From an optimization exercise on the open Yosys and OpenROAD flow, aimed at small area and a short achievable clock period; shortcuts taken in it are not production practice. Function was checked by simulation only, so behaviour that the tests miss may differ from the original. The clock port is modelled as an ideal driver; clocking choices that lean on that would not hold on a real chip. Power is estimated from default activity; no workload was simulated.

trial 16:
==> flow/design.v <==
module sce_top (
    input  wire        clk,
    input  wire        rst,             
    input  wire        req_valid,
    output wire        req_ready,
    input  wire [2:0]  req_op,
    input  wire [31:0] req_reg,
    input  wire [31:0] req_value,
    input  wire [31:0] req_width,
    input  wire [31:0] req_height,
    input  wire [31:0] req_baud,
    input  wire [31:0] req_timeout,
    output reg         rsp_valid,
    output reg  [2:0]  rsp_status,
    output wire [7:0]  rsp_value,
    output wire [31:0] rsp_received,
    output wire [31:0] rsp_expected,
    input  wire        teardown,
    output reg         link_cmd_valid,
    output wire [2:0]  link_cmd,
    output wire [23:0] link_wdata,
    output wire [1:0]  link_wlen,
    output wire [31:0] link_rd_n,
    output reg  [31:0] link_baud,
    output reg  [31:0] link_timeout,
    input  wire        link_ans_valid,
    input  wire        link_ans_ok,
    input  wire        link_rx_valid,
    input  wire [7:0]  link_rx_data,
    output reg         pix_valid,
    output wire [23:0] pix_rgb,
    output wire        pix_eol,
    output wire        pix_eof
);
    localparam [2:0] ST_OK               = 3'd0;
    localparam [2:0] ST_CONNECTION_ERROR = 3'd1;
    localparam [2:0] ST_INVALID_ARGUMENT = 3'd2;
    localparam [2:0] ST_INCOMPLETE_FRAME = 3'd3;
    localparam [2:0] ST_IO_ERROR         = 3'd4;
    localparam [2:0] ST_RESPONSE_TIMEOUT = 3'd5;
    localparam [2:0] ST_INVALID_STATE    = 3'd6;
    localparam [2:0] ST_ABORTED          = 3'd7;
    localparam [2:0] S_OPEN_W  = 3'd0;    
    localparam [2:0] S_IDLE    = 3'd1;    
    localparam [2:0] S_FLUSH_W = 3'd2;    
    localparam [2:0] S_TX_W    = 3'd3;    
    localparam [2:0] S_READ_W  = 3'd4;    
    reg [2:0]  state;
    reg        rdy;           
    reg        sess;
    reg        td_pending;
    reg        op_w;          
    reg        op_r;          
    reg        sz320;         
    reg        sz176;         
    reg [15:0] buf16;         
    reg [17:0] rem;           
    reg        chunk_any;     
    reg [3:0]  row_k;         
    wire st_idle  = ~state[1] &  state[0];
    wire st_open  = ~state[2] & ~state[1] & ~state[0];
    wire st_read  =  state[2];
    wire td_seen  = td_pending | teardown;
    assign req_ready = rdy & ~teardown;
    wire [17:0] byte_size = sz320 ? 18'd153600 : sz176 ? 18'd50688 : 18'd38400;
    wire        z5       = ~|rem[4:0];
    wire        z6       = z5 & ~rem[5];
    wire        z7       = z6 & ~rem[6];
    wire        low_zero = sz176 ? z5 : sz320 ? z7 : z6;
    wire [3:0]  row_km1  = (row_k == 4'd0) ? (sz176 ? 4'd10 : 4'd4) : row_k - 4'd1;
    wire p176 = (req_width == 32'd176) && (req_height == 32'd144);
    wire p160 = (req_width == 32'd160) && (req_height == 32'd120);
    wire p320 = (req_width == 32'd320) && (req_height == 32'd240);
    wire preset_ok = p176 | p160 | p320;
    wire reg_ok    = ~|req_reg[31:8];
    wire value_ok  = ~|req_value[31:8];
    assign link_cmd     = state;
    assign link_wdata   = {op_w, 1'b0, op_w, 1'b0, op_w, 1'b0, op_w, 1'b0, buf16};
    assign link_wlen    = {op_w | op_r, ~op_r};
    assign link_rd_n    = {14'd0, rem[17:1], rem[0] | op_r};
    assign rsp_value    = buf16[7:0];
    assign rsp_expected = {14'd0, byte_size};
    wire [17:0] rem_dec  = rem - 18'd1;
    wire [8:0]  size_hi  = sz320 ? 9'd300 : sz176 ? 9'd99 : 9'd75;
    wire [17:0] received = {size_hi + ~rem_dec[17:9], ~rem_dec[8:0]};
    assign rsp_received = {14'd0, rem};
    assign pix_eof      = ~|rem;
    assign pix_eol      = low_zero & (row_k == 4'd0);
    function [2:0] lo5;           
        input [4:0] x;
        begin
            lo5 = (x >= 5'd31) ? 3'd7 : (x >= 5'd27) ? 3'd6 : (x >= 5'd23) ? 3'd5 :
                  (x >= 5'd18) ? 3'd4 : (x >= 5'd14) ? 3'd3 : (x >= 5'd9)  ? 3'd2 :
                  (x >= 5'd5)  ? 3'd1 : 3'd0;
        end
    endfunction
    function [1:0] lo6;           
        input [5:0] x;
        begin
            lo6 = (x >= 6'd63) ? 2'd3 : (x >= 6'd42) ? 2'd2 : (x >= 6'd21) ? 2'd1 : 2'd0;
        end
    endfunction
    assign pix_rgb = {buf16[15:11], lo5(buf16[15:11]),
                      buf16[10:5],  lo6(buf16[10:5]),
                      buf16[4:0],   lo5(buf16[4:0])};
    wire rx       = link_rx_valid & st_read;
    wire ans      = link_ans_valid;
    wire fail     = td_seen | ~link_ans_ok;        
    wire read_end = ~chunk_any | op_r | ~|rem;     
    wire arg_bad  = req_op[1] ? (~reg_ok | (~req_op[0] & ~value_ok))
                              : (~req_op[2] & ~req_op[0] & ~preset_ok);
    wire is_close = ~req_op[2] & ~req_op[1] & req_op[0];
    wire op_valid = ~req_op[2] | (~req_op[1] & ~req_op[0]);     
    wire take     = st_idle & ~td_seen & req_valid & op_valid;
    wire starts   = take & ~arg_bad & (req_op[0] | req_op[1] | req_op[2] ? sess : ~sess)
                         & ~is_close;                          
    reg  [2:0] state_n;
    reg        cmd_n, rsp_n, sess_n;
    reg  [2:0] status_n;
    always @* begin
        state_n  = state;
        cmd_n    = 1'b0;
        rsp_n    = 1'b0;
        sess_n   = sess;
        status_n = 3'bxxx;
        if (st_idle) begin
            status_n = {~is_close & ~arg_bad, ~is_close, 1'b0};
            if (td_seen) begin
                cmd_n  = sess;
                sess_n = 1'b0;
            end else if (take) begin
                if (is_close) begin
                    cmd_n  = sess;
                    sess_n = 1'b0;
                    rsp_n  = 1'b1;
                end else if (starts) begin
                    cmd_n   = 1'b1;
                    state_n = req_op[2] | req_op[1] ? S_FLUSH_W : S_OPEN_W;
                end else
                    rsp_n  = 1'b1;
            end
        end else if (st_open) begin
            status_n = {2'b00, ~link_ans_ok};
            if (ans) begin
                rsp_n   = 1'b1;
                sess_n  = link_ans_ok;
                state_n = S_IDLE;
            end
        end else begin
            if (fail)
                status_n = {1'b1, td_seen, td_seen};
            else
                status_n = {st_read & ~chunk_any & op_r, st_read & ~chunk_any & ~op_r,
                            st_read & ~chunk_any};
            if (ans) begin
                if (fail) begin
                    cmd_n   = 1'b1;
                    sess_n  = 1'b0;
                    rsp_n   = 1'b1;
                    state_n = S_IDLE;
                end else if (!state[2]) begin
                    if (!state[0]) begin
                        cmd_n   = 1'b1;             
                        state_n = S_TX_W;
                    end else if (op_w) begin
                        rsp_n   = 1'b1;             
                        state_n = S_IDLE;
                    end else begin
                        cmd_n   = 1'b1;             
                        state_n = S_READ_W;
                    end
                end else if (read_end) begin
                    rsp_n   = 1'b1;
                    state_n = S_IDLE;
                end else
                    cmd_n   = 1'b1;                 
            end
        end
    end
    wire td_n = ~st_idle & ~(ans & ~st_open) & td_seen;
    wire first_read = ans & ~fail & state[1] & state[0];
    always @(posedge clk) begin
        link_baud    <= req_baud;
        link_timeout <= req_timeout;
        rsp_status   <= status_n;
        pix_valid    <= rx & rem[0] & ~op_r & ~rst;
        if (st_idle) begin
            op_w <= req_op[1] & ~req_op[0];
            op_r <= req_op[1] &  req_op[0];
            buf16[15:8] <= req_op[1] ? (req_op[0] ? 8'hBB : req_reg[7:0]) : 8'h00;
            buf16[7:0]  <= req_op[1] ? (req_op[0] ? req_reg[7:0] : req_value[7:0]) : 8'hCC;
            if (!sess) begin
                sz320 <= p320;
                sz176 <= p176;
            end
        end
        if (rx) begin
            chunk_any <= 1'b1;
            rem       <= rem_dec;
            if (low_zero) row_k <= row_km1;
            if (rem[0]) buf16[15:8] <= link_rx_data;
            else        buf16[7:0]  <= link_rx_data;
        end
        if (ans)
            chunk_any <= 1'b0;
        if (~state[2] & state[1] & ~state[0])
            rem       <= 18'd0;
        if ((first_read & ~op_r) | (ans & st_read & ~chunk_any))
            rem       <= received;
        if (first_read)
            row_k     <= 4'd0;
        if (rst) begin
            state          <= S_IDLE;
            rdy            <= 1'b1;
            sess           <= 1'b0;
            td_pending     <= 1'b0;
            link_cmd_valid <= 1'b0;
            rsp_valid      <= 1'b0;
        end else begin
            state          <= state_n;
            rdy            <= (state_n == S_IDLE) & ~td_n;
            sess           <= sess_n;
            td_pending     <= td_n;
            link_cmd_valid <= cmd_n;
            rsp_valid      <= rsp_n;
        end
    end
endmodule
export LEC_CHECK = 0
export CAP_MARGIN = 20
export CORE_MARGIN = 2
export CORE_UTILIZATION = 25
export PLACE_DENSITY = 0.8
export SLEW_MARGIN = 20
create_clock -name core_clock -period 12.0 [get_ports {clk}]
standard.sh (not shown) runs the stock make flow with config.mk's settings and CLKGATE_MAP_FILE= SYNTH_SCRIPT=/design/flow/synth_recipe.tcl, a recipe that flattens the netlist after the stock synthesis.
==> flow/flow/run.sh <==
#!/bin/bash
# Own layout flow: the standard ORFS flow with
#  - synthesis exactly as standard.sh runs it, except that ABC maps the
#    combinational logic with an area-oriented script (flow/abc.script)
#    instead of ORFS's abc_speed.script; registers are untouched;
#  - port buffers and clock tree from small cells instead of the defaults
#    (delay buffers on every port, a clkbuf_16 tree with dummy loads); a
#    clock leaf buffer with a high slew is upsized after CTS (flow/post_cts.tcl);
#  - one tie cell for all constant outputs;
#  - timing repair aimed at a slack margin well above the 12 ns clock's needs.
set -euo pipefail
here=$(pwd)
rm -rf "$here/scripts_abc"
cp -r "$FLOW_HOME/scripts" "$here/scripts_abc"
cp "$here/flow/abc.script" "$here/scripts_abc/abc_speed.script"
bash standard.sh SCRIPTS_DIR="$here/scripts_abc" synth > flow_synth.log 2>&1
export BUFFER_PORTS_ARGS="-buffer_cell sky130_fd_sc_hd__buf_1"
export CTS_ARGS="-sink_clustering_enable -repair_clock_nets -dont_use_dummy_load -root_buf sky130_fd_sc_hd__clkbuf_8 -buf_list sky130_fd_sc_hd__clkbuf_4"
export SETUP_SLACK_MARGIN=6.9
export SKIP_REPAIR_TIE_FANOUT=1
export POST_CTS_TCL="$here/flow/post_cts.tcl"
bash standard.sh finish > flow_standard.log 2>&1
==> flow/flow/abc.script <==
strash
&get -n
&st
&deepsyn -T 300
&dch
&nf -R 1000
&put
topo
==> flow/flow/post_cts.tcl <==
estimate_parasitics -placement
set upsized 0
foreach inst [get_cells -filter "ref_name == sky130_fd_sc_hd__clkbuf_4"] {
  set o [get_pins -of_objects $inst -filter "direction == output"]
  set s [expr {max([get_property $o slew_max_rise], [get_property $o slew_max_fall])}]
  if {$s > 0.100} {
    replace_cell $inst sky130_fd_sc_hd__clkbuf_8
    incr upsized
  }
}
puts "post_cts: upsized $upsized clock buffers"
if {$upsized > 0} {
  detailed_placement
  estimate_parasitics -placement
}
Per the final summary, trial 16 finished and its layout is clean on timing, DRC and antenna.
[inputs] trial 90 vs trial 16
-- flow/design.v --
<<< trial 16, line 31
    output wire [23:0] pix_rgb,
    output wire        pix_eol,
    output wire        pix_eof
);
    localparam [2:0] ST_OK               = 3'd0;
>>> trial 90, line 31
    output wire [23:0] pix_rgb,
    output wire        pix_eol,
    output reg         pix_eof
);
    localparam [2:0] ST_OK               = 3'd0;
<<< trial 16, line 68
    wire        z7       = z6 & ~rem[6];
    wire        low_zero = sz176 ? z5 : sz320 ? z7 : z6;
    wire [3:0]  row_km1  = (row_k == 4'd0) ? (sz176 ? 4'd10 : 4'd4) : row_k - 4'd1;
    wire p176 = (req_width == 32'd176) && (req_height == 32'd144);
    wire p160 = (req_width == 32'd160) && (req_height == 32'd120);
>>> trial 90, line 68
    wire        z7       = z6 & ~rem[6];
    wire        low_zero = sz176 ? z5 : sz320 ? z7 : z6;
    localparam [3:0] ROW_K0 = 4'b0001, ROW_K4 = 4'b1111, ROW_K10 = 4'b0110;
    wire        row_k0   = (row_k == ROW_K0);
    wire [3:0]  row_km1  = row_k0 ? (sz176 ? ROW_K10 : ROW_K4) : {row_k[2:0], row_k[3] ^ row_k[2]};
    wire p176 = (req_width == 32'd176) && (req_height == 32'd144);
    wire p160 = (req_width == 32'd160) && (req_height == 32'd120);
<<< trial 16, line 85
    wire [17:0] received = {size_hi + ~rem_dec[17:9], ~rem_dec[8:0]};
    assign rsp_received = {14'd0, rem};
    assign pix_eof      = ~|rem;
    assign pix_eol      = low_zero & (row_k == 4'd0);
    function [2:0] lo5;           
        input [4:0] x;
>>> trial 90, line 87
    wire [17:0] received = {size_hi + ~rem_dec[17:9], ~rem_dec[8:0]};
    assign rsp_received = {14'd0, rem};
    assign pix_eol      = low_zero & row_k0;
    function [2:0] lo5;           
        input [4:0] x;
<<< trial 16, line 185
        rsp_status   <= status_n;
        pix_valid    <= rx & rem[0] & ~op_r & ~rst;
        if (st_idle) begin
            op_w <= req_op[1] & ~req_op[0];
>>> trial 90, line 186
        rsp_status   <= status_n;
        pix_valid    <= rx & rem[0] & ~op_r & ~rst;
        pix_eof      <= (rem == 18'd1);       
        if (st_idle) begin
            op_w <= req_op[1] & ~req_op[0];
<<< trial 16, line 209
            rem       <= received;
        if (first_read)
            row_k     <= 4'd0;
        if (rst) begin
            state          <= S_IDLE;
>>> trial 90, line 211
            rem       <= received;
        if (first_read)
            row_k     <= ROW_K0;
        if (rst) begin
            state          <= S_IDLE;
[trial 90 vs trial 16] global-route met1 utilization: higher in trial 90
Trial 16 and trial 90 ended up with roughly the same synthesized cell count.
Re register-to-register slack: trial 16 and trial 90 aren't equal, and the lower value belongs to trial 16.
Trial 90 vs. trial 16: via count grew by 62, fmax grew by about 8%, slack of the critical path grew by 430 ps.
Trial 16 → trial 90: share of the cycle needed by the critical path after routing saw a decrease; non-clock buffer count saw a decrease; combinational-cell power consumption saw an increase.
Looking at synthesis-to-finish area growth across trial 16 and trial 90, the one that comes out higher is trial 16.
Final-stage net count essentially unchanged between trial 16 and trial 90.

==> re-timing with driven ports <==
Ports are ideal in the flow. The routed layouts listed here were re-timed in OpenROAD. Step 1, drivers: a clkbuf_16 drives clk and a buf_2 each remaining input, both assumed. Step 2 times the ports against the registers' clock, not the clock port: input delays grow and output delays shrink by t, the midpoint of the rising clock arrivals with the driver on. Three values: ideal ports, drivers, drivers and shift; two values: the first two.
run | shift t [ns] | setup slack, ns | hold slack, ns | worst setup path at the end | cell pins on the clock port's net
trial 16 | 0.432 | 6.434 / 6.392 / 6.824 | 0.462 / 0.462 / 0.462 | register to output | 1
trial 90 | 0.430 | 6.862 / 6.832 / 6.832 | 0.486 / 0.486 / 0.486 | input to output | 1
After both steps every run listed still meets setup and hold. The setup slack of trial 90, which loses most, moves by -0.030 ns with the drivers and by -0.030 ns with both steps.
